Source: an optimization exercise on an open RTL-to-GDS flow (aim: small area, a short achievable clock period and few clock cycles per item). Production flows keep margins and buffers that such runs may drop. Only simulation tests tie the RTL to the original design; equivalence was not proved.

==> flow/design.v (excerpt) <==
module armax_decrypt (
    input  wire        clk,
    input  wire        rst,
    input  wire        in_valid,
    output wire        in_ready,
    input  wire [31:0] in_addr,
    input  wire [31:0] in_val,
    output wire        out_valid,
    input  wire        out_ready,
    output wire [31:0] out_addr,
    output wire [31:0] out_val
);
    wire [31:0] in_a_sw = {in_addr[7:0], in_addr[15:8], in_addr[23:16], in_addr[31:24]};
    wire [31:0] in_v_sw = {in_val[7:0],  in_val[15:8],  in_val[23:16],  in_val[31:24]};
    wire [31:0] a0, v0;
    armax_un1 u_un1 (.a_in(in_a_sw), .v_in(in_v_sw), .a_out(a0), .v_out(v0));
    reg         s_valid;    
    reg         o_valid;    
    reg         o_empty;    
    reg         in_rdy;     
    wire        adv = ~s_valid;                  
    wire        o_ld = o_empty | out_ready;      
    assign in_ready = in_rdy;
    wire        s_nxt;      
    reg [31:0] a_r0, v_r0;
    reg        vld_r0;
    reg        en_r0;     
    wire       vld_r0_nxt = adv ? in_valid : vld_r0;
    always @(posedge clk) begin
        if (rst) begin
            vld_r0 <= 1'b0;
            en_r0  <= 1'b1;
        end else begin
            vld_r0 <= vld_r0_nxt;
            en_r0  <= ~s_nxt | ~vld_r0_nxt;
        end
        if (en_r0) begin
            a_r0 <= a0;
            v_r0 <= v0;
        end
    end
    wire [31:0] m_h1, a_h1;
  ...
export LEC_CHECK = 0
export CAP_MARGIN = 20
export CORE_MARGIN = 2
export CORE_UTILIZATION = 78
export PLACE_DENSITY = 0.86
export SLEW_MARGIN = 20
create_clock -name core_clock -period 10.0 [get_ports {clk}]
standard.sh (not shown) runs the stock make flow with config.mk's settings and CLKGATE_MAP_FILE= SYNTH_SCRIPT=/design/flow/synth_recipe.tcl, a recipe that flattens the netlist after the stock synthesis.
==> flow/flow/run.sh <==
#!/bin/bash
# Own layout flow: the standard ORFS flow (standard.sh), except that
#  - synthesis maps the logic with flow/abc_map.script instead of ORFS's
#    abc_speed/abc_area script (delay-oriented &nf mapping, no ABC buffering
#    or sizing; OpenROAD sizes the gates later), and extracts no half/full adders
#    (ADDER_MAP_FILE empty); registers, their names and cell types are those
#    of the standard synthesis;
#  - repair_timing aims for 6.5 ns of setup slack (SETUP_SLACK_MARGIN),
#    so that it sizes the gates of the longest paths;
#  - the port buffers are sky130_fd_sc_hd__buf_2 (ORFS otherwise picks a
#    delay buffer, clkdlybuf4s50_1).
# Each step's full log is in orfs/logs/; make's output is in synth.log and
# layout.log here.
set -euo pipefail
here=$(pwd)
export MY_ABC_SCRIPT="$here/flow/abc_map.script"
extra="SYNTH_SCRIPT=$here/flow/my_synth.tcl ADDER_MAP_FILE= 'BUFFER_PORTS_ARGS=-buffer_cell sky130_fd_sc_hd__buf_2' SETUP_SLACK_MARGIN=6.5"
sed -e "s#SYNTH_SCRIPT=[^ ]*#$extra#" standard.sh > own_standard.sh
grep -q "my_synth.tcl ADDER_MAP_FILE=" own_standard.sh
bash own_standard.sh synth > synth.log 2>&1
bash own_standard.sh finish > layout.log 2>&1
test -s out/final.def
==> flow/flow/abc_map.script <==
strash
&get -n
&fraig -x
&put
dc2
strash
&get -n
&dch -f
&nf -D 1000
&put
==> flow/flow/my_synth.tcl <==
proc synth {args} { yosys synth -nofsm -noshare {*}$args }
# Technology mapping with this flow's own ABC script (flow/abc_map.script)
# in place of ORFS's abc_area/abc_speed scripts.
if {[info exists ::env(MY_ABC_SCRIPT)] && $::env(MY_ABC_SCRIPT) ne ""} {
  proc abc {args} {
    set i [lsearch -exact $args -script]
    if {$i >= 0} { lset args [expr {$i + 1}] $::env(MY_ABC_SCRIPT) }
    puts "abc with script $::env(MY_ABC_SCRIPT)"
    yosys abc {*}$args
  }
}
source $::env(SCRIPTS_DIR)/synth.tcl
# left out here: clear keep_hierarchy, flatten, clean up, hide names made inside functions, write 1_2_yosys.v
The baseline finished clean.
Testbench counts at the start, summed over its fixed seeds: cycles 3,336, items 3,200.
==> next run, changes <==
--- a/flow/flow/run.sh
+++ b/flow/flow/run.sh
@@ -8 +8 @@
-#  - repair_timing aims for 6.5 ns of setup slack (SETUP_SLACK_MARGIN),
+#  - repair_timing aims for 6.7 ns of setup slack (SETUP_SLACK_MARGIN),
@@ -17 +17 @@
-extra="SYNTH_SCRIPT=$here/flow/my_synth.tcl ADDER_MAP_FILE= 'BUFFER_PORTS_ARGS=-buffer_cell sky130_fd_sc_hd__buf_2' SETUP_SLACK_MARGIN=6.5"
+extra="SYNTH_SCRIPT=$here/flow/my_synth.tcl ADDER_MAP_FILE= 'BUFFER_PORTS_ARGS=-buffer_cell sky130_fd_sc_hd__buf_2' SETUP_SLACK_MARGIN=6.7"
After rerunning: The changed run went through all stages and came out clean; die area is unchanged; sequential share of layout area barely changes; final cell count is about the same; setup slack gets worse by 0.11 ns; flip-flop and latch count is unchanged; routed wire length rose slightly; non-clock buffer count rose by 11.


Another version of the RTL of armax_decrypt (not shown whole).
For scale: roughly 1200 flip-flops, ~130 I/O pins, about 88000 um^2 of cells after synthesis.
// armax_decrypt
module armax_decrypt (
    input  wire        clk,
    input  wire        rst,
    input  wire        in_valid,
    output wire        in_ready,
    input  wire [31:0] in_addr,
    input  wire [31:0] in_val,
    output wire        out_valid,
    input  wire        out_ready,
    output wire [31:0] out_addr,
    output wire [31:0] out_val
);
    wire [31:0] in_a_sw = {in_addr[7:0], in_addr[15:8], in_addr[23:16], in_addr[31:24]};
    wire [31:0] in_v_sw = {in_val[7:0],  in_val[15:8],  in_val[23:16],  in_val[31:24]};
    wire [31:0] a0, v0;
    armax_un1 u_un1 (.a_in(in_a_sw), .v_in(in_v_sw), .a_out(a0), .v_out(v0));
    reg         s_valid;    
    reg         o_valid;    
    reg         o_empty;    
    reg         in_rdy;     
    wire        adv = ~s_valid;                  
    wire        o_ld = o_empty | out_ready;      
    assign in_ready = in_rdy;
    wire        s_nxt;      
    reg [31:0] a_r0, v_r0;
    reg        vld_r0;
    reg        en_r0;     
    wire       vld_r0_nxt = adv ? in_valid : vld_r0;
    always @(posedge clk) begin
        if (rst) begin
            vld_r0 <= 1'b0;
            en_r0  <= 1'b1;
        end else begin
            vld_r0 <= vld_r0_nxt;
            en_r0  <= ~s_nxt | ~vld_r0_nxt;
        end
        if (en_r0) begin
            a_r0 <= a0;
            v_r0 <= v0;
        end
    end
    wire [31:0] m_h1, a_h1;
    armax_sb0 u_h1_s0 (.i({v_r0[1], v_r0[0], v_r0[31], v_r0[30], v_r0[29], v_r0[28]} ^ 6'h21), .o({m_h1[24], m_h1[16], m_h1[10], m_h1[2]}));
  ...
==> flow/config.mk <==
export PLATFORM = sky130hd
export DESIGN_NAME = armax_decrypt
export DESIGN_NICKNAME = armax_decrypt
export VERILOG_FILES = /design/flow/design.v
export SDC_FILE = /design/flow/constraint.sdc
export NUM_CORES = 4
export LEC_CHECK = 0
export CAP_MARGIN = 20
export CORE_MARGIN = 2
export CORE_UTILIZATION = 65
export PLACE_DENSITY = 0.75
export SLEW_MARGIN = 20
==> flow/constraint.sdc <==
create_clock -name core_clock -period 10.0 [get_ports {clk}]
set_input_delay 2.0000 -clock core_clock [delete_from_list [all_inputs] [get_ports {clk}]]
set_output_delay 2.0000 -clock core_clock [all_outputs]
set_load 0.01 [all_outputs]
==> flow/flow/run.sh <==
#!/bin/bash
# Own layout flow: the standard ORFS flow (standard.sh), except that
#  - synthesis maps the logic with flow/abc_map.script instead of ORFS's
#    abc_speed/abc_area script, and extracts no half/full adders
#    (ADDER_MAP_FILE empty); registers, their names and cell types are those
#    of the standard synthesis;
#  - the port buffers are sky130_fd_sc_hd__buf_2 (ORFS otherwise picks a
#    delay buffer, clkdlybuf4s50_1).
# Each step's full log is in orfs/logs/; make's output is in synth.log and
# layout.log here.
set -euo pipefail
here=$(pwd)
export MY_ABC_SCRIPT="$here/flow/abc_map.script"
extra="SYNTH_SCRIPT=$here/flow/my_synth.tcl ADDER_MAP_FILE= 'BUFFER_PORTS_ARGS=-buffer_cell sky130_fd_sc_hd__buf_2'"
sed -e "s#SYNTH_SCRIPT=[^ ]*#$extra#" standard.sh > own_standard.sh
grep -q "my_synth.tcl ADDER_MAP_FILE=" own_standard.sh
bash own_standard.sh synth > synth.log 2>&1
bash own_standard.sh finish > layout.log 2>&1
test -s out/final.def
==> flow/flow/abc_map.script <==
strash
&get -n
&fraig -x
&put
dc2
strash
&get -n
&dch -f
&nf -R 1000
&put
buffer -c
topo
stime -c
upsize -c
dnsize -c
Scripts as last shown in full above: flow/flow/my_synth.tcl
Testbench counts at the start, summed over its fixed seeds: cycles 3,336, items 3,200.
Next try:
--- a/flow/flow/run.sh
+++ b/flow/flow/run.sh
@@ -6,2 +6,4 @@
 #    of the standard synthesis;
+#  - repair_timing aims for 6.7 ns of setup slack (SETUP_SLACK_MARGIN),
+#    so that it sizes the gates of the longest paths;
 #  - the port buffers are sky130_fd_sc_hd__buf_2 (ORFS otherwise picks a
@@ -13,3 +15,3 @@
 export MY_ABC_SCRIPT="$here/flow/abc_map.script"
-extra="SYNTH_SCRIPT=$here/flow/my_synth.tcl ADDER_MAP_FILE= 'BUFFER_PORTS_ARGS=-buffer_cell sky130_fd_sc_hd__buf_2'"
+extra="SYNTH_SCRIPT=$here/flow/my_synth.tcl ADDER_MAP_FILE= 'BUFFER_PORTS_ARGS=-buffer_cell sky130_fd_sc_hd__buf_2' SETUP_SLACK_MARGIN=6.7"
 sed -e "s#SYNTH_SCRIPT=[^ ]*#$extra#" standard.sh > own_standard.sh
--- a/flow/config.mk
+++ b/flow/config.mk
@@ -9,4 +9,4 @@
 export CORE_MARGIN = 2
-export CORE_UTILIZATION = 65
-export PLACE_DENSITY = 0.75
+export CORE_UTILIZATION = 78
+export PLACE_DENSITY = 0.86
 export SLEW_MARGIN = 20
Outcome: The changed run went through all stages and came out clean. Via count rose by 5.0%. Die area fell by 16%. Synthesized cell count stays the same. First-iteration DRC count rose by 33%. Hold slack gets better by 9.4 ps. Cell count fell by 1.5%. Clock-buffer cell count fell by 19. Cell area rose by 0.37%.

-- re-timing with driven ports --
In the flow no input, the clock included, has a driving cell. The finished layouts below were timed again as built, in two steps.
Step 1, drivers: a clkbuf_16 drives clk and a buf_2 each remaining input, both assumed.
Step 2 also shifts input and output timing later by t, the mid clock arrival at the registers, as if the neighbouring blocks saw the same clock.
a / b / c = ideal ports / drivers / drivers and shift; a / b = the first two.
run	shift t [ns]	setup WS [ns]	latest minus earliest clock arrival (ns)	worst slew at a driven data input, ns	cell pins on the clock port's net
the first run of note 1	0.839	6.624 / 6.541 / 6.029	0.037 / 0.037	0.16	1
the second run of note 1	0.847	6.515 / 6.431 / 6.606	0.032 / 0.031	0.16	1
the first run of note 2	0.853	6.565 / 6.474 / 6.563	0.032 / 0.033	0.07	1
the second run of note 2	0.829	6.613 / 6.525 / 6.405	0.033 / 0.033	0.07	1
After both steps every run listed still meets setup and hold. The setup slack of the first run of note 1, which loses most, moves by -0.083 ns with the drivers and by -0.595 ns with both steps.
